Background: an optimization exercise with open tools, aiming at a short achievable clock period and few clock cycles. Do not read the settings as production practice.
Where RTL was checked, it was by simulation tests only, not by an equivalence proof against the original.
No functional check of the RTL was part of run 3.
Power is estimated from default activity; no workload was simulated.

===== design/flow/config.mk =====
export PLATFORM = sky130hd
export DESIGN_NAME = minicomp_core
export DESIGN_NICKNAME = minicomp_core
export VERILOG_FILES = /design/flow/design.v
export SDC_FILE = /design/flow/constraint.sdc
export NUM_CORES = 4
export LEC_CHECK = 0
export ABC_CLOCK_PERIOD_IN_PS = 1000
export CAP_MARGIN = 20
export CORE_MARGIN = 2
export CORE_UTILIZATION = 40
export PLACE_DENSITY = 0.6
export SETUP_SLACK_MARGIN = 3.5
export SLEW_MARGIN = 20

===== design/flow/constraint.sdc =====
create_clock -name core_clock -period 5.0 [get_ports {clk}]
set_input_delay 1.0000 -clock core_clock [delete_from_list [all_inputs] [get_ports {clk}]]
set_output_delay 1.0000 -clock core_clock [all_outputs]
set_load 0.01 [all_outputs]

===== design/flow/design.v =====
module minicomp_core (
    input  wire       clk,
    input  wire       rst,           
    output wire [7:0] mem_addr,
    input  wire [7:0] mem_rdata,
    output wire       mem_we,
    output wire [7:0] mem_wdata,
    output wire [7:0] io_port,       
    output wire       io_rd,         
    input  wire [7:0] io_rdata,
    input  wire       io_present,    
    output wire       io_wr,         
    output wire [7:0] io_wdata
);
    reg [7:0] x0, x1, x2, x3;
    reg [7:0] addr_q, ir, ipc, nb, ioaddr, wdata_q;
    reg       m_fetch, m_normal, m_memop, m_jimm;
    reg       we_q, rd_q, wr_q;
    reg [3:0] sb;                    
    reg [7:0] xa, xb;                
    reg e_add, e_shl, e_shr, e_not, e_and, e_or, e_xor, e_alu, e_aluw;
    reg e_clf, e_data, e_ind, e_ina, e_outa, e_jmp, e_jmpr, e_jxxx, e_mem, e_st, e_outd;
    reg mo_ld, mo_st;                
    reg       cy, f_al, f_eq, zen;
    reg [7:0] fres;
    wire [7:0] b = mem_rdata;
    wire [7:0] g0 = xa & xb;
    wire [7:0] t0 = xa | xb;
    reg  [8:0] gg, pp;
    reg  [8:0] gn, pn;
    integer k, d;
    always @(*) begin
        gg = {g0, cy};
        pp = {t0, 1'b0};
        for (d = 1; d < 9; d = d * 2) begin
            gn = gg;
            pn = pp;
            for (k = d; k < 9; k = k + 1) begin
                gn[k] = gg[k] | (pp[k] & gg[k - d]);
                pn[k] = pp[k] & pp[k - d];
            end
            gg = gn;
            pp = pn;
        end
    end
    wire [7:0] sum  = (xa ^ gg[7:0]) ^ xb;
    wire       sum8 = gg[8];
    wire [7:0] hg = xa & ~xb;
    wire [7:0] ht = xa | ~xb;
    reg  [7:0] cg, cp, cgn, cpn;
    always @(*) begin
        cg = hg;
        cp = ht;
        for (d = 1; d < 8; d = d * 2) begin
            cgn = cg;
            cpn = cp;
            for (k = d; k < 8; k = k + 1) begin
                cgn[k] = cg[k] | (cp[k] & cg[k - d]);
                cpn[k] = cp[k] & cp[k - d];
            end
            cg = cgn;
            cp = cpn;
        end
    end
    wire a_gt_b = cg[7];
    wire a_eq_b = &(ht & (~xa | xb));
    wire [7:0] c = ({8{e_add}} & sum)
                 | ({8{e_shl}} & {xa[6:0], cy})
                 | ({8{e_shr}} & {cy, xa[7:1]})
                 | ({8{e_not}} & ~xa)
                 | ({8{e_and}} & g0)
                 | ({8{e_or}}  & (xa | xb))
                 | ({8{e_xor}} & xa & ~xb) | ({8{e_xor}} & ~xa & xb);
    wire cout = (e_add & sum8) | (e_shl & xa[7]) | (e_shr & xa[0]);
    wire f_z   = zen & (fres == 8'd0);
    wire taken = |(ir[3:0] & {cy, f_al, f_eq, f_z});
    wire [7:0] a1 = addr_q + 8'd1;
    wire [7:0] a2 = addr_q + 8'd2;
    wire [7:0] i1 = ipc + 8'd1;
    wire [7:0] i2 = ipc + 8'd2;
    wire b_j  = b[7:4] == 4'd5;
    wire nb_j = nb[7:4] == 4'd5;
    wire e_seq  = e_alu | e_clf | e_ind | e_ina | e_outa;
    wire n_seq  = m_normal & (e_seq | (e_jxxx & ~taken));
    wire st_hit = mo_st & (addr_q == ipc);
    wire       load_b  = m_fetch | n_seq;
    wire       load_nb = m_memop & ~st_hit;
    wire       load    = load_b | load_nb;
    wire [7:0] ir_nx   = m_memop ? nb : b;
    wire       w_oth = e_data | e_ina | e_ind | mo_ld;
    wire [7:0] od    = e_ind ? (io_present ? io_rdata : xb) : e_ina ? ioaddr : b;
    wire [7:0] xd    = e_aluw ? c : od;
    wire [3:0] xw    = sb & {4{e_aluw | w_oth}};
    wire [3:0] na = 4'b0001 << ir_nx[3:2];
    wire [3:0] nbs = 4'b0001 << ir_nx[1:0];
    wire [7:0] xsa = ({8{na[0]}} & x0) | ({8{na[1]}} & x1) | ({8{na[2]}} & x2) | ({8{na[3]}} & x3);
    wire [7:0] xsb = ({8{nbs[0]}} & x0) | ({8{nbs[1]}} & x1) | ({8{nbs[2]}} & x2) | ({8{nbs[3]}} & x3);
    wire       fwa = |(xw & na);
    wire       fwb = |(xw & nbs);
    always @(posedge clk) begin
        if (rst) begin
            x0 <= 8'd0; x1 <= 8'd0; x2 <= 8'd0; x3 <= 8'd0;
            addr_q <= 8'd0;
            ioaddr <= 8'd0;
            m_fetch <= 1'b1; m_normal <= 1'b0; m_memop <= 1'b0; m_jimm <= 1'b0;
            we_q <= 1'b0; rd_q <= 1'b0; wr_q <= 1'b0;
            e_add <= 1'b0; e_shl <= 1'b0; e_shr <= 1'b0; e_not <= 1'b0; e_and <= 1'b0;
            e_or <= 1'b0; e_xor <= 1'b0; e_alu <= 1'b0; e_aluw <= 1'b0;
            e_clf <= 1'b0; e_data <= 1'b0; e_ind <= 1'b0; e_ina <= 1'b0; e_outa <= 1'b0;
            e_jmp <= 1'b0; e_jmpr <= 1'b0; e_jxxx <= 1'b0; e_mem <= 1'b0; e_st <= 1'b0;
            e_outd <= 1'b0;
            mo_ld <= 1'b0; mo_st <= 1'b0;
            cy <= 1'b0; f_al <= 1'b0; f_eq <= 1'b0; zen <= 1'b0;
        end else begin
            if (xw[0]) x0 <= xd;
            if (xw[1]) x1 <= xd;
            if (xw[2]) x2 <= xd;
            if (xw[3]) x3 <= xd;
            if (e_alu) begin
                cy <= cout; f_al <= a_gt_b; f_eq <= a_eq_b; zen <= e_aluw;
            end
            if (e_clf) begin
                cy <= 1'b0; f_al <= 1'b0; f_eq <= 1'b0; zen <= 1'b0;
            end
            if (e_outa) ioaddr <= xb;
            e_alu  <= load & ir_nx[7];
            e_aluw <= load & ir_nx[7] & (ir_nx[6:4] != 3'd7);
            e_add  <= load & (ir_nx[7:4] == 4'd8);
            e_shl  <= load & (ir_nx[7:4] == 4'd9);
            e_shr  <= load & (ir_nx[7:4] == 4'd10);
            e_not  <= load & (ir_nx[7:4] == 4'd11);
            e_and  <= load & (ir_nx[7:4] == 4'd12);
            e_or   <= load & (ir_nx[7:4] == 4'd13);
            e_xor  <= load & (ir_nx[7:4] == 4'd14);
            e_mem  <= load & ((ir_nx[7:5] == 3'd0) | (ir_nx[7:2] == 6'b011110));
            e_st   <= load & (ir_nx[7:4] == 4'd1);
            e_outd <= load & (ir_nx[7:2] == 6'b011110);
            e_data <= load & (ir_nx[7:4] == 4'd2);
            e_jmpr <= load & (ir_nx[7:4] == 4'd3);
            e_jmp  <= load & (ir_nx[7:4] == 4'd4);
            e_jxxx <= load & (ir_nx[7:4] == 4'd5);
            e_clf  <= load & (ir_nx[7:4] == 4'd6);
            e_ind  <= load & (ir_nx[7:2] == 6'b011100);
            e_ina  <= load & (ir_nx[7:2] == 6'b011101);
            e_outa <= load & (ir_nx[7:2] == 6'b011111);
            rd_q   <= load & (ir_nx[7:2] == 6'b011100);
            we_q <= 1'b0;
            wr_q <= 1'b0;
            m_fetch  <= 1'b0;
            m_normal <= load;
            m_memop  <= 1'b0;
            m_jimm   <= 1'b0;
            if (m_fetch) begin
                addr_q <= b_j ? a2 : a1;
            end
            if (m_normal) begin
                if (n_seq) begin
                    addr_q <= b_j ? a2 : a1;
                end else if (e_mem) begin
                    addr_q <= xa;
                    we_q <= e_st;
                    wr_q <= e_outd;
                    mo_ld <= ~e_st & ~e_outd;
                    mo_st <= e_st;
                    m_memop <= 1'b1;
                end else if (e_jxxx) begin           
                    addr_q <= ipc;
                    m_jimm <= 1'b1;
                end else if (e_data) begin
                    addr_q <= a1;
                    m_fetch <= 1'b1;
                end else if (e_jmp) begin
                    addr_q <= b;
                    m_fetch <= 1'b1;
                end else begin                       
                    addr_q <= xb;
                    m_fetch <= 1'b1;
                end
            end
            if (m_memop) begin
                mo_ld <= 1'b0;
                mo_st <= 1'b0;
                if (st_hit) begin                    
                    addr_q <= ipc;
                    m_fetch <= 1'b1;
                end else begin
                    addr_q <= nb_j ? i2 : i1;
                end
            end
            if (m_jimm) begin
                addr_q <= b;
                m_fetch <= 1'b1;
            end
        end
    end
    always @(posedge clk) begin
        if (e_alu) fres <= c;
        if (load) begin
            ir <= ir_nx;
            sb <= nbs;
        end
        xa <= fwa ? xd : xsa;
        xb <= fwb ? xd : xsb;
        if (load_b) ipc <= a1;
        else if (load_nb) ipc <= i1;
        if (e_mem) begin
            nb <= b;
            wdata_q <= xb;
        end
    end
    assign mem_addr  = addr_q;
    assign mem_we    = we_q;
    assign mem_wdata = wdata_q;
    assign io_port   = ioaddr;
    assign io_rd     = rd_q;
    assign io_wr     = wr_q;
    assign io_wdata  = wdata_q;
endmodule

===== design/flow/run.sh =====
#!/bin/bash
# synth_recipe.tcl (not shown) runs the flow's synth.tcl, then flattens the netlist and writes it again
# the make line also repeats each setting of config.mk as NAME=value (left out here)
make -C /OpenROAD-flow-scripts/flow DESIGN_CONFIG=/design/flow/config.mk WORK_HOME=/design/flow/orfs CLKGATE_MAP_FILE= SYNTH_SCRIPT=/design/flow/synth_recipe.tcl finish

==> results.py, run 1 <==
metrics = {
    "status": {
        "status": "timing/DRC/antenna clean",
    },
    "critical_path": {
        "startpoint_type": "flip-flop",
        "endpoint_kind": "flip-flop",
        "slowest_stage": "dfxtp_4",
        "critical_path.max_stage_delay_ps": 390,
        "cp_cell_sequence": "inv_4 > ha_4 > nand2b_4 > a2111oi_4 > buf_4 > nor3_4 > a211o_4 > or2_4",
        "critPathRequiredTime_ps": 5170,
        "cp.arrival_ps": 2340,
        "critPathMaxFanout": 5,
        "critPathKind": "flip-flop to flip-flop",
    },
    "synth": {
        "avgSynthCellArea_um2": 8.57,
        "ys_seq_elements": 135,
        "netlist_area_um2": 8320,
        "syn_inst": 971,
        "synth.distinct_cells": 80,
        "yosysTopAreaCell": "dfxtp_1",
        "netlist_top_cells_area": "dfxtp_1 23%, edfxtp_1 14%, nand2_1 5.3%",
        "yosysWarnings": 1,
        "synth_flop_cell": "dfxtp_1",
        "async_flop_share_pct": 0,
        "seq_area_frac_synth_pct": 37.3,
        "yosysTopAreaCellShare_pct": 22.8,
        "syn_nets": 1026,
        "synth_edf_count": 40,
    },
    "clocking": {
        "clockRootBuffer": "clkbuf_16",
        "cts_buffer_depth": 2,
        "clkLatencyLatePin_ps": 430,
        "clock_sinks": 135,
        "htreeDepth": 4,
        "cts_buffers": 17,
        "cts_hold_buf": 0,
        "cts_tree": "done",
        "clkTransAtPathRegs_ps": 60,
    },
    "timing": {
        "final-setup-viol-count": 0,
        "fmax_ghz": 0.462,
        "tns_ps": 0,
        "tightest_slew_ps": 777,
        "hold_viol_final": 0,
        "period_needed_ps": 2160,
        "skew_ps": 14.7,
        "period_share_pct": 43.3,
        "slew_headroom_pct": 48.1,
        "rsz0062_at_grt": "true",
        "maxSlewViolCount": 0,
    },
    "routing": {
        "drt-met1-wl_um": 13400,
        "drt-total-wl_um": 31500,
        "top_layer": "met4",
        "wl_met3_um": 3090,
        "num_vias": 8598,
        "drc": 0,
        "wl_per_cell_um": 22.0,
        "dr.pass1.iters": 7,
        "drt-initial-drc-count": 1103,
        "drtAntennaViolNets": 0,
        "via_per_inst": 6.01,
        "route.met2.wl_um": 13900,
    },
    "pwr": {
        "switching_share_pct": 32.7,
        "peakVddDrop_uv": 258,
        "power_frac_comb_pct": 30.5,
        "p_int_uw": 2530,
        "p_clk_share_pct": 33.6,
        "seqPwrFrac_pct": 35.9,
        "power.switching_uw": 1230,
        "p_per_area_nw_per_um2": 303,
        "p_leak_uw": 0.00470,
    },
    "global_route": {
        "grt.overflow.total": 0,
        "grt_max_degree": 59,
        "grt_pass1_wl_um": 46100,
        "antenna_found_initial": 0,
        "grt_pass1_vias": 7916,
        "track_usage_pct": 27.5,
    },
    "layout": {
        "layout-drive-gt1-share_pct": 44.4,
        "n_antenna_cell": 0,
        "areaGrowthSynthToFinish_pct": 48.9,
        "stdcell_area_um2": 12400,
        "layout_commonest_cell": "buf_4",
        "final_cell_mix": "116 x buf_4, 109 x nand2_1, 75 x nor2_1",
        "layout.nets": 1203,
    },
    "hold_path": {
        "hold_class": "flip-flop to flip-flop",
    },
    "floorplan": {
        "dieArea_um2": 22000,
        "die_h_um": 148,
        "num_io_pins": 54,
        "core_um2": 20300,
        "die_w_um": 148,
        "row_count": 52,
        "start_util_pct": 41.0,
    },
    "placed_design": {
        "numPortBuffers": 53,
        "post_dp_cell_area_um2": 9400,
        "place_hpwl_um": 19000,
        "place_congestion": 0.919,
    },
    "run": {
        "drv_cap": 0,
    },
}
[layer usage]
| metal | GRT usage, % | vias to the layer above |
|---|---|---|
| met4 | 9.43 | 0 |
| li1 | - | 3873 |
| met3 | 5.46 | 79 |
| met2 | 41.8 | 508 |
| met5 | 0 | - |
| met1 | 39.0 | 4138 |
[final cells by class]
cell class,count,area (um2)
tap,270,338
inverter,36,168
fill,1685,7910
sequential,135,3250
clock inverter,8,85.1
timing repair buffer,222,2030
clock buffer,24,504
multi-input combinational,734,6000
timing repair inverter,2,22.5
[worst max-delay path: cells and delay by family, from the launching register on]
family,cells,cell delay (ps)
AOI/OAI and AO/OA,2,670
and+or+nand+nor,3,450
DFF,1,390
buffers and inverters,2,240
adders and majority gates,1,150
[power by group through the flow]
| stage | clock, uW | sequential (uW) | combinational, uW |
|---|---|---|---|
| finish | 1260 | 1350 | 1140 |
| global route | 1310 | 1350 | 1220 |
| CTS | 1270 | 1340 | 968 |
| detailed placement | 0 | 1420 | 684 |
| global placement | 0 | 1420 | 678 |
| floorplan | 0 | 1320 | 569 |
[worst paths after layout]
check,start,to,slack [ps],cells after the start
worst max-delay path,xa[0],fres[6],2840,8
worst min register to register,mo_ld,mo_ld,490,2
worst min-delay path,mo_ld,mo_ld,490,2
worst max register to register,xa[0],fres[6],2840,8
[metrics by stage]
step / std cells / total power [uW] / setup slack [ps] / hold slack, ps / utilization [%]
after floorplan: 971 / 1890 / 2680 / 440 / -
after global placement: 1231 / 2100 / 1520 / 478 / 46.3
after detailed placement: 1231 / 2100 / 1380 / 485 / 46.3
after CTS: 1394 / 3570 / 2840 / 499 / 57.1
after global routing: 1431 / 3890 / 2760 / 529 / 61.0
final: 1431 / 3750 / 2840 / 494 / 61.0
[cells in the mapped netlist, drive strengths merged, types with 9 or more instances]
cell type	n
a211oi	52
a21oi	42
and3	9
buf	22
clkbuf	47
dfxtp	95
edfxtp	40
ha	35
inv	36
mux2i	43
nand2	119
nand3	36
nor2	102
nor2b	26
nor3	25
nor4	9
o211ai	19
o21ai	45
xnor2	18
xor2	16
[sequential cells by signal, indices dropped and copies added, names as in the netlist, 4 cells and up]
signal,flops
x0,8
ioaddr,8
sb,4
xb,8
xa,8
x3,8
ir,4
nb,8
x1,8
wdata_q,8
addr_q,8
fres,8
x2,8
ipc,8
[what timing repair did]
item | in CTS | in global routing
setup endpoints to repair | 170 | 160
setup buffers | 128 | 33
pin swaps | 51 | 68
gates resized for setup | 389 | 120
cloned | 3 | 4
[cell families after synthesis]
kind of cell | share of synthesized area, %
DFF | 37.3
adders and majority gates | 5.50
muxes | 6.60
buffers and inverters | 5.98
AOI/OAI and AO/OA | 20.0
xor gates and xnor gates | 3.58
and+or+nand+nor | 21.1
Testbench counts, summed over its fixed seeds: cycles 99,460.
==> inputs of run 2 (changes only) <==
--- a/design/flow/config.mk
+++ b/design/flow/config.mk
@@ -11,4 +11,4 @@
 export CORE_UTILIZATION = 40
 export PLACE_DENSITY = 0.6
-export SETUP_SLACK_MARGIN = 3.5
+export SETUP_SLACK_MARGIN = 3.0
 export SLEW_MARGIN = 20
==> results.py, run 2 <==
metrics = {
    "floorplan": {
        "row_count": 52,
        "die_w_um": 148,
        "num_io_pins": 54,
        "dieArea_um2": 22000,
        "start_util_pct": 41.0,
        "die_h_um": 148,
        "core_um2": 20300,
    },
    "placed_design": {
        "place_congestion": 0.943,
        "numPortBuffers": 53,
        "place_hpwl_um": 19000,
        "dpl.cell_count": 1233,
    },
    "layout": {
        "post-route-util_pct": 58.3,
        "layout_commonest_cell": "nand2_1",
        "fill_cells": 1733,
        "final_cell_mix": "113 x nand2_1, 101 x buf_4, 91 x nor2_1",
        "layout.nets": 1177,
        "areaGrowthSynthToFinish_pct": 42.2,
        "layout-drive-gt1-share_pct": 38.6,
        "n_antenna_cell": 0,
        "stdcell_count": 1405,
    },
    "global_route": {
        "grt.overflow.total": 0,
        "grt_pass1_wl_um": 44400,
        "grt_max_degree": 41,
        "track_usage_pct": 26.5,
        "antenna_found_initial": 0,
        "grt_pass1_vias": 7539,
    },
    "critical_path": {
        "startpoint_type": "flip-flop",
        "critical_path.max_stage_delay_ps": 430,
        "critPathMaxFanout": 6,
        "slowest_stage": "o41ai_4",
        "r2r_setup_slack_ps": 2710,
        "cp_cell_sequence": "clkinvlp_4 > ha_4 > nor3_4 > o21ai_2 > and3b_2 > o41ai_4 > a221oi_4 > buf_12 > a211oi_1",
        "rr_worst_depth": 9,
        "endpoint_kind": "flip-flop",
        "r2r-end": "x2[5]",
        "critical_path_buf_inv_count": 2,
        "critPathRequiredTime_ps": 5330,
        "critPathKind": "flip-flop to flip-flop",
        "rr_startpoint": "xb[2]",
        "cp.arrival_ps": 2620,
        "path_delay_family": "compound AO/OA/AOI/OAI gates",
    },
    "synth": {
        "seq_area_frac_synth_pct": 37.3,
        "netlist_area_um2": 8320,
        "synth_edf_count": 40,
        "async_flop_share_pct": 0,
        "avgSynthCellArea_um2": 8.57,
        "yosysTopAreaCell": "dfxtp_1",
        "yosysTopAreaCellShare_pct": 22.8,
        "yosysWarnings": 1,
        "synth_flop_cell": "dfxtp_1",
        "netlist_top_cells_count": "118 x nand2_1, 102 x nor2_1, 95 x dfxtp_1",
        "ys_seq_elements": 135,
        "netlist_top_cells_area": "dfxtp_1 23%, edfxtp_1 14%, nand2_1 5.3%",
        "syn_nets": 1026,
        "syn_inst": 971,
        "synth.distinct_cells": 80,
        "yosysMostFrequentCell": "nand2_1",
    },
    "routing": {
        "top_layer": "met4",
        "route.met2.wl_um": 13500,
        "wl_per_cell_um": 21.6,
        "drt-met1-wl_um": 13300,
        "num_vias": 8338,
        "drtAntennaViolNets": 0,
        "drc": 0,
        "via_per_inst": 5.93,
        "dr.pass1.iters": 7,
        "drt-total-wl_um": 30300,
        "drt-initial-drc-count": 920,
        "wl_met3_um": 2630,
    },
    "timing": {
        "maxSlewViolCount": 0,
        "skew_ps": 12.6,
        "period_needed_ps": 2290,
        "rsz0062_at_grt": "true",
        "slew_headroom_pct": 48.8,
        "tightest_slew_ps": 765,
        "holdWs_ps": 475,
        "hold_viol_final": 0,
        "final-setup-viol-count": 0,
        "period_share_pct": 45.8,
        "tns_ps": 0,
        "fmax_ghz": 0.436,
    },
    "pwr": {
        "seqPwrFrac_pct": 36.7,
        "power_frac_comb_pct": 29.9,
        "power.switching_uw": 1220,
        "p_clk_share_pct": 33.5,
        "p_int_uw": 2460,
        "peakVddDrop_uv": 277,
        "switching_share_pct": 33.1,
        "p_per_area_nw_per_um2": 311,
        "p_leak_uw": 0.00450,
    },
    "clocking": {
        "htreeDepth": 4,
        "clockRootBuffer": "clkbuf_16",
        "clkLatencyLatePin_ps": 430,
        "cts_tree": "done",
        "clock_sinks": 135,
        "cts_buffer_depth": 2,
        "clkTransAtPathRegs_ps": 60,
        "cts_buffers": 17,
    },
    "hold_path": {
        "hold_class": "flip-flop to flip-flop",
        "min_to": "mo_ld",
        "whs_path_depth": 2,
        "hp-start": "mo_ld",
    },
    "run": {
        "drv_cap": 0,
    },
    "status": {
        "status": "timing/DRC/antenna clean",
    },
}
-- run 2: cell counts after synthesis --
Identical to the previous run, type by type.
-- run 2: worst reg2reg max path, cell delays in order (launching register included) --
cell        delay (ps)
dfxtp_4            400
clkinvlp_4         140
ha_4               210
nor3_4             200
o21ai_2             80
and3b_2            260
o41ai_4            430
a221oi_4            80
buf_12             180
a211oi_1           230
-- run 2: metrics by stage --
stage               cell area (um2)  total power [uW]  setup slack (ps)
finish                        11800              3680              2710
global route                  11800              3820              2690
CTS                           11000              3460              2780
detailed placement             9150              2050              1470
global placement               9150              2040              1580
floorplan                      8630              1830              2680
-- run 2: worst max path at each step --
stage	start	to	slack [ps]	depth (start not counted)
floorplan	mem_rdata[5]	addr_q[6]	2680	7
global placement	mem_rdata[1]	xb[4]	1580	6
detailed placement	mem_rdata[1]	xb[4]	1470	6
CTS	xb[0]	xb[4]	2780	8
global route	xb[2]	x2[5]	2690	9
finish	xb[2]	x2[5]	2710	9
-- run 2: what timing repair did --
| action | in CTS | in global routing |
|---|---|---|
| hold buffers | 0 | 0 |
| setup buffers | 84 | 53 |
| setup endpoints to repair | 158 | 112 |
| cloned | 2 | 1 |
| resized for setup | 360 | 105 |
| pin swaps | 49 | 61 |
-- run 2: kinds of logic after synthesis --
family	Yosys count	share of synthesized area, %
AO/OA/AOI/OAI	237	20.0
XOR/XNOR	34	3.58
adder cells (fa/ha/maj)	36	5.50
buffers and inverters	106	5.98
flip-flops	135	37.3
multiplexers	51	6.60
AND/OR/NAND/NOR	372	21.1
-- run 2: cell type report --
cell class	count	area (um2)	share of cell area, %
clock buffers	19	454	3.84
clock inverters	13	116	0.983
inverters	36	156	1.32
multi-input cells	732	5830	49.2
flip-flops and latches	135	3230	27.2
well taps	270	338	2.85
repair buffers	199	1710	14.5
repair inverters	1	3.75	0.0317
-- run 2: per-layer routing --
| layer | vias up | GRT usage, % |
|---|---|---|
| li1 | 3809 | - |
| met1 | 3974 | 37.3 |
| met2 | 476 | 40.2 |
| met3 | 79 | 5.34 |
| met4 | 0 | 9.48 |
| met5 | - | 0 |
-- run 2: power groups by stage --
stage          registers, uW  logic, uW  clock network, uW
3_5_place_dp            1410        641                  0
3_3_place_gp            1410        636                  0
6_report                1350       1100               1230
2_1_floorplan           1310        522                  0
5_1_grt                 1360       1180               1290
4_1_cts                 1350        871               1240
==> inputs of run 3 (changes only) <==
--- a/design/flow/design.v
+++ b/design/flow/design.v
@@ -1,2 +1,61 @@
+module minicomp_alu (
+    input  wire [7:0] xa,
+    input  wire [7:0] xb,
+    input  wire       cy,
+    input  wire       e_add, e_shl, e_shr, e_not, e_and, e_or, e_xor,
+    output wire [7:0] c,
+    output wire       cout,
+    output wire       a_gt_b,
+    output wire       a_eq_b
+);
+    wire [7:0] g0 = xa & xb;
+    wire [7:0] t0 = xa | xb;
+    reg  [8:0] gg, pp;
+    reg  [8:0] gn, pn;
+    integer k, d;
+    always @(*) begin
+        gg = {g0, cy};
+        pp = {t0, 1'b0};
+        for (d = 1; d < 9; d = d * 2) begin
+            gn = gg;
+            pn = pp;
+            for (k = d; k < 9; k = k + 1) begin
+                gn[k] = gg[k] | (pp[k] & gg[k - d]);
+                pn[k] = pp[k] & pp[k - d];
+            end
+            gg = gn;
+            pp = pn;
+        end
+    end
+    wire [7:0] sum  = (xa ^ gg[7:0]) ^ xb;
+    wire       sum8 = gg[8];
+    wire [7:0] hg = xa & ~xb;
+    wire [7:0] ht = xa | ~xb;
+    reg  [7:0] cg, cp, cgn, cpn;
+    always @(*) begin
+        cg = hg;
+        cp = ht;
+        for (d = 1; d < 8; d = d * 2) begin
+            cgn = cg;
+            cpn = cp;
+            for (k = d; k < 8; k = k + 1) begin
+                cgn[k] = cg[k] | (cp[k] & cg[k - d]);
+                cpn[k] = cp[k] & cp[k - d];
+            end
+            cg = cgn;
+            cp = cpn;
+        end
+    end
+    assign a_gt_b = cg[7];
+    assign a_eq_b = &(ht & (~xa | xb));
+    assign c = ({8{e_add}} & sum)
+                 | ({8{e_shl}} & {xa[6:0], cy})
+                 | ({8{e_shr}} & {cy, xa[7:1]})
+                 | ({8{e_not}} & ~xa)
+                 | ({8{e_and}} & g0)
+                 | ({8{e_or}}  & (xa | xb))
+                 | ({8{e_xor}} & xa & ~xb) | ({8{e_xor}} & ~xa & xb);
+    assign cout = (e_add & sum8) | (e_shl & xa[7]) | (e_shr & xa[0]);
+endmodule
 module minicomp_core (
     input  wire       clk,
@@ -25,52 +84,12 @@
     reg [7:0] fres;
     wire [7:0] b = mem_rdata;
-    wire [7:0] g0 = xa & xb;
-    wire [7:0] t0 = xa | xb;
-    reg  [8:0] gg, pp;
-    reg  [8:0] gn, pn;
-    integer k, d;
-    always @(*) begin
-        gg = {g0, cy};
-        pp = {t0, 1'b0};
-        for (d = 1; d < 9; d = d * 2) begin
-            gn = gg;
-            pn = pp;
-            for (k = d; k < 9; k = k + 1) begin
-                gn[k] = gg[k] | (pp[k] & gg[k - d]);
-                pn[k] = pp[k] & pp[k - d];
-            end
-            gg = gn;
-            pp = pn;
-        end
-    end
-    wire [7:0] sum  = (xa ^ gg[7:0]) ^ xb;
-    wire       sum8 = gg[8];
-    wire [7:0] hg = xa & ~xb;
-    wire [7:0] ht = xa | ~xb;
-    reg  [7:0] cg, cp, cgn, cpn;
-    always @(*) begin
-        cg = hg;
-        cp = ht;
-        for (d = 1; d < 8; d = d * 2) begin
-            cgn = cg;
-            cpn = cp;
-            for (k = d; k < 8; k = k + 1) begin
-                cgn[k] = cg[k] | (cp[k] & cg[k - d]);
-                cpn[k] = cp[k] & cp[k - d];
-            end
-            cg = cgn;
-            cp = cpn;
-        end
-    end
-    wire a_gt_b = cg[7];
-    wire a_eq_b = &(ht & (~xa | xb));
-    wire [7:0] c = ({8{e_add}} & sum)
-                 | ({8{e_shl}} & {xa[6:0], cy})
-                 | ({8{e_shr}} & {cy, xa[7:1]})
-                 | ({8{e_not}} & ~xa)
-                 | ({8{e_and}} & g0)
-                 | ({8{e_or}}  & (xa | xb))
-                 | ({8{e_xor}} & xa & ~xb) | ({8{e_xor}} & ~xa & xb);
-    wire cout = (e_add & sum8) | (e_shl & xa[7]) | (e_shr & xa[0]);
+    wire [7:0] c;
+    wire       cout, a_gt_b, a_eq_b;
+    minicomp_alu alu (
+        .xa(xa), .xb(xb), .cy(cy),
+        .e_add(e_add), .e_shl(e_shl), .e_shr(e_shr), .e_not(e_not),
+        .e_and(e_and), .e_or(e_or), .e_xor(e_xor),
+        .c(c), .cout(cout), .a_gt_b(a_gt_b), .a_eq_b(a_eq_b)
+    );
     wire f_z   = zen & (fres == 8'd0);
     wire taken = |(ir[3:0] & {cy, f_al, f_eq, f_z});
--- a/design/flow/config.mk
+++ b/design/flow/config.mk
@@ -11,4 +11,6 @@
 export CORE_UTILIZATION = 40
 export PLACE_DENSITY = 0.6
-export SETUP_SLACK_MARGIN = 3.0
+export SETUP_SLACK_MARGIN = 3.5
 export SLEW_MARGIN = 20
+export SYNTH_HIERARCHICAL = 1
+export SYNTH_MINIMUM_KEEP_SIZE = 0
==> results.py, run 3 <==
metrics = {
    "pwr": {
        "peakVddDrop_uv": 268,
        "p_leak_uw": 0.00450,
        "p_per_area_nw_per_um2": 313,
        "finalPower_uw": 3600,
    },
    "layout": {
        "layout_commonest_cell": "nand2_1",
        "layout.nets": 1141,
        "seqCellArea_um2": 3240,
        "stdcell_area_um2": 11500,
        "layout-drive-gt1-share_pct": 39.5,
        "multiInputGateArea_um2": 5350,
        "n_antenna_cell": 0,
        "fill_cells": 1639,
        "areaGrowthSynthToFinish_pct": 43.1,
        "final_cell_mix": "123 x nand2_1, 118 x buf_4, 68 x nor2_1",
    },
    "routing": {
        "drtAntennaViolNets": 0,
        "top_layer": "met4",
        "wl_per_cell_um": 22.3,
        "via_per_inst": 5.92,
        "wl_met3_um": 2690,
        "drt-total-wl_um": 30400,
        "drt-initial-drc-count": 899,
        "num_vias": 8072,
        "drt-met1-wl_um": 12800,
        "route.met2.wl_um": 13800,
        "drc": 0,
        "dr.pass1.iters": 6,
    },
    "timing": {
        "period_needed_ps": 2180,
        "final-setup-viol-count": 0,
        "period_share_pct": 43.6,
        "tns_ps": 0,
        "maxSlewViolCount": 0,
        "slew_headroom_pct": 51.8,
        "tightest_slew_ps": 721,
        "fmax_ghz": 0.459,
        "skew_ps": 10.4,
        "holdWs_ps": 497,
        "hold_viol_final": 0,
        "rsz0062_at_grt": "true",
    },
    "global_route": {
        "track_usage_pct": 27.9,
        "grt.overflow.total": 0,
        "grt_max_degree": 62,
        "grt_pass1_wl_um": 45800,
        "grt_pass1_vias": 7709,
        "antenna_found_initial": 0,
    },
    "run": {
        "drv_cap": 0,
    },
    "synth": {
        "yosysWarnings": 8,
        "synth_flop_cell": "dfxtp_1",
        "netlist_top_cells_area": "dfxtp_1 24%, edfxtp_1 15%, mux2i_1 6.6%",
        "syn_inst": 928,
        "ys_seq_elements": 135,
        "yosysTopAreaCellShare_pct": 23.6,
        "netlist_top_cells_count": "131 x nand2_1, 95 x dfxtp_1, 73 x nor2_1",
        "seq_area_frac_synth_pct": 38.5,
        "yosysTopAreaCell": "dfxtp_1",
        "synth.distinct_cells": 70,
        "yosysMostFrequentCell": "nand2_1",
        "avgSynthCellArea_um2": 8.68,
        "synth_edf_count": 40,
        "syn_nets": 983,
        "async_flop_share_pct": 0,
        "netlist_area_um2": 8060,
    },
    "critical_path": {
        "critical_path.max_stage_delay_ps": 380,
        "slowest_stage": "dfxtp_4",
        "critPathRequiredTime_ps": 5290,
        "endpoint_kind": "flip-flop",
        "cp.arrival_ps": 2470,
        "critPathMaxFanout": 6,
        "startpoint_type": "flip-flop",
        "critPathKind": "flip-flop to flip-flop",
        "cp_cell_sequence": "inv_4 > ha_4 > nor3b_4 > o311ai_2 > o211ai_1 > buf_4 > mux2i_1 > a211o_1 > a21oi_4 > a211oi_1",
    },
    "floorplan": {
        "die_h_um": 146,
        "num_io_pins": 54,
        "row_count": 51,
        "die_w_um": 146,
        "dieArea_um2": 21300,
        "start_util_pct": 41.1,
        "core_um2": 19600,
    },
    "placed_design": {
        "numPortBuffers": 53,
        "place_congestion": 0.866,
        "place_hpwl_um": 17300,
        "post_dp_cell_area_um2": 8950,
    },
    "clocking": {
        "cts_tree": "done",
        "clock_sinks": 135,
        "htreeDepth": 4,
        "cts_buffer_depth": 2,
        "clkTransAtPathRegs_ps": 60,
        "clockRootBuffer": "clkbuf_16",
        "cts_buffers": 17,
        "clkLatencyLatePin_ps": 430,
    },
    "status": {
        "status": "timing/DRC/antenna clean",
    },
    "hold_path": {
        "hold_class": "flip-flop to flip-flop",
    },
}
[run 3: cell count changes in the layout (fill, tap and decap cells not counted), moves of 15 or more]
cell	delta
mux2i_1	+19
nor2_1	-23
a211oi_1	+20
buf_4	+17
a21oi_1	-15
[run 3: per-stage QoR]
step | util (%) | cells | setup slack, ps
5_1_grt | 58.8 | 1364 | 2730
4_1_cts | 57.2 | 1346 | 2780
3_5_place_dp | 45.7 | 1178 | 1660
3_3_place_gp | 45.7 | 1178 | 1770
2_1_floorplan | - | 928 | 2680
6_report | 58.8 | 1364 | 2820
[run 3: cell type report]
class / count / share of cell area, %
well taps: 265 / 2.88
repair buffers: 204 / 15.6
clock buffers: 22 / 4.59
flip-flops and latches: 135 / 28.1
inverters: 40 / 1.56
clock inverters: 10 / 0.684
repair inverters: 2 / 0.130
multi-input cells: 686 / 46.4
[run 3: cell families (layout without fill, tap and decap cells)]
group	after synthesis	after routing	share of synthesized area (%)
AOI/OAI and AO/OA	221	226	19.2
xor gates and xnor gates	40	40	4.35
adders and majority gates	36	36	5.69
buffers and inverters	115	278	6.29
and+or+nand+nor	320	321	18.2
muxes	61	63	7.70
DFF	135	135	38.5
[run 3: Yosys stat by module, one instance, submodules excluded]
module,area (um2),cells
minicomp_core,6840,765
minicomp_alu,1210,163
[run 3: final timing paths]
check        cells after the start  slack, ps  startpoint     to
max                             10       2820       xb[1]  x0[6]
min                              1        500       e_clf   f_al
max reg2reg                     10       2820       xb[1]  x0[6]
min reg2reg                      1        500       e_clf   f_al
[run 3: power breakdown]
part	internal [uW]	switching [uW]	total (uW)
sequential	1220	102	1320
clock	759	506	1270
combinational	471	548	1020
[run 3: routing by layer]
metal	up-vias	track usage [%]
met5	-	0
met1	3872	37.3
met4	0	10.5
met2	449	44.3
li1	3652	-
met3	99	5.89
[run 3: repair_timing]
item	in CTS	in global routing
gates resized for setup	385	42
buffers inserted	124	18
hold buffers	0	0
endpoints found under the setup margin	161	168
gates cloned	12	0
pin swaps	48	23
[run 3: worst max-delay path: cells and delay by family (launching register included)]
family                     cells  cell delay (ps)
AOI/OAI and AO/OA              5             1070
adders and majority gates      1              170
buffers and inverters          2              230
DFF                            1              380
muxes                          1              110
and+or+nand+nor                1               60

-- port drivers added, routing unchanged --
In the flow no input, the clock included, has a driving cell. The finished layouts below were timed again as built, in two steps. Step 1, drivers: a clkbuf_16 drives clk and a buf_2 each remaining input, both assumed. Step 2 adds t to the input delays and takes it off the output delays; t is the mean of the earliest and latest rising clock arrival at the registers after step 1. Input paths then give back, and output paths get back, about the clock's delay inside the block. a / b / c = no drivers / after step 1 / after step 2; a / b = the first two.
run | t, ns | setup WS [ns] | latest minus earliest clock arrival (ns) | worst register clock-pin slew, ns
run 1 | 0.470 | 2.836 / 2.826 / 2.429 | 0.015 / 0.015 | 0.07 / 0.07
run 2 | 0.465 | 2.708 / 2.708 / 2.367 | 0.013 / 0.013 | 0.07 / 0.07
run 3 | 0.471 | 2.822 / 2.822 / 2.485 | 0.010 / 0.010 | 0.06 / 0.06
After both steps every run listed still meets setup and hold. For run 1, which loses most, drivers alone change the setup slack by -0.010 ns; drivers and shift together by -0.407 ns.
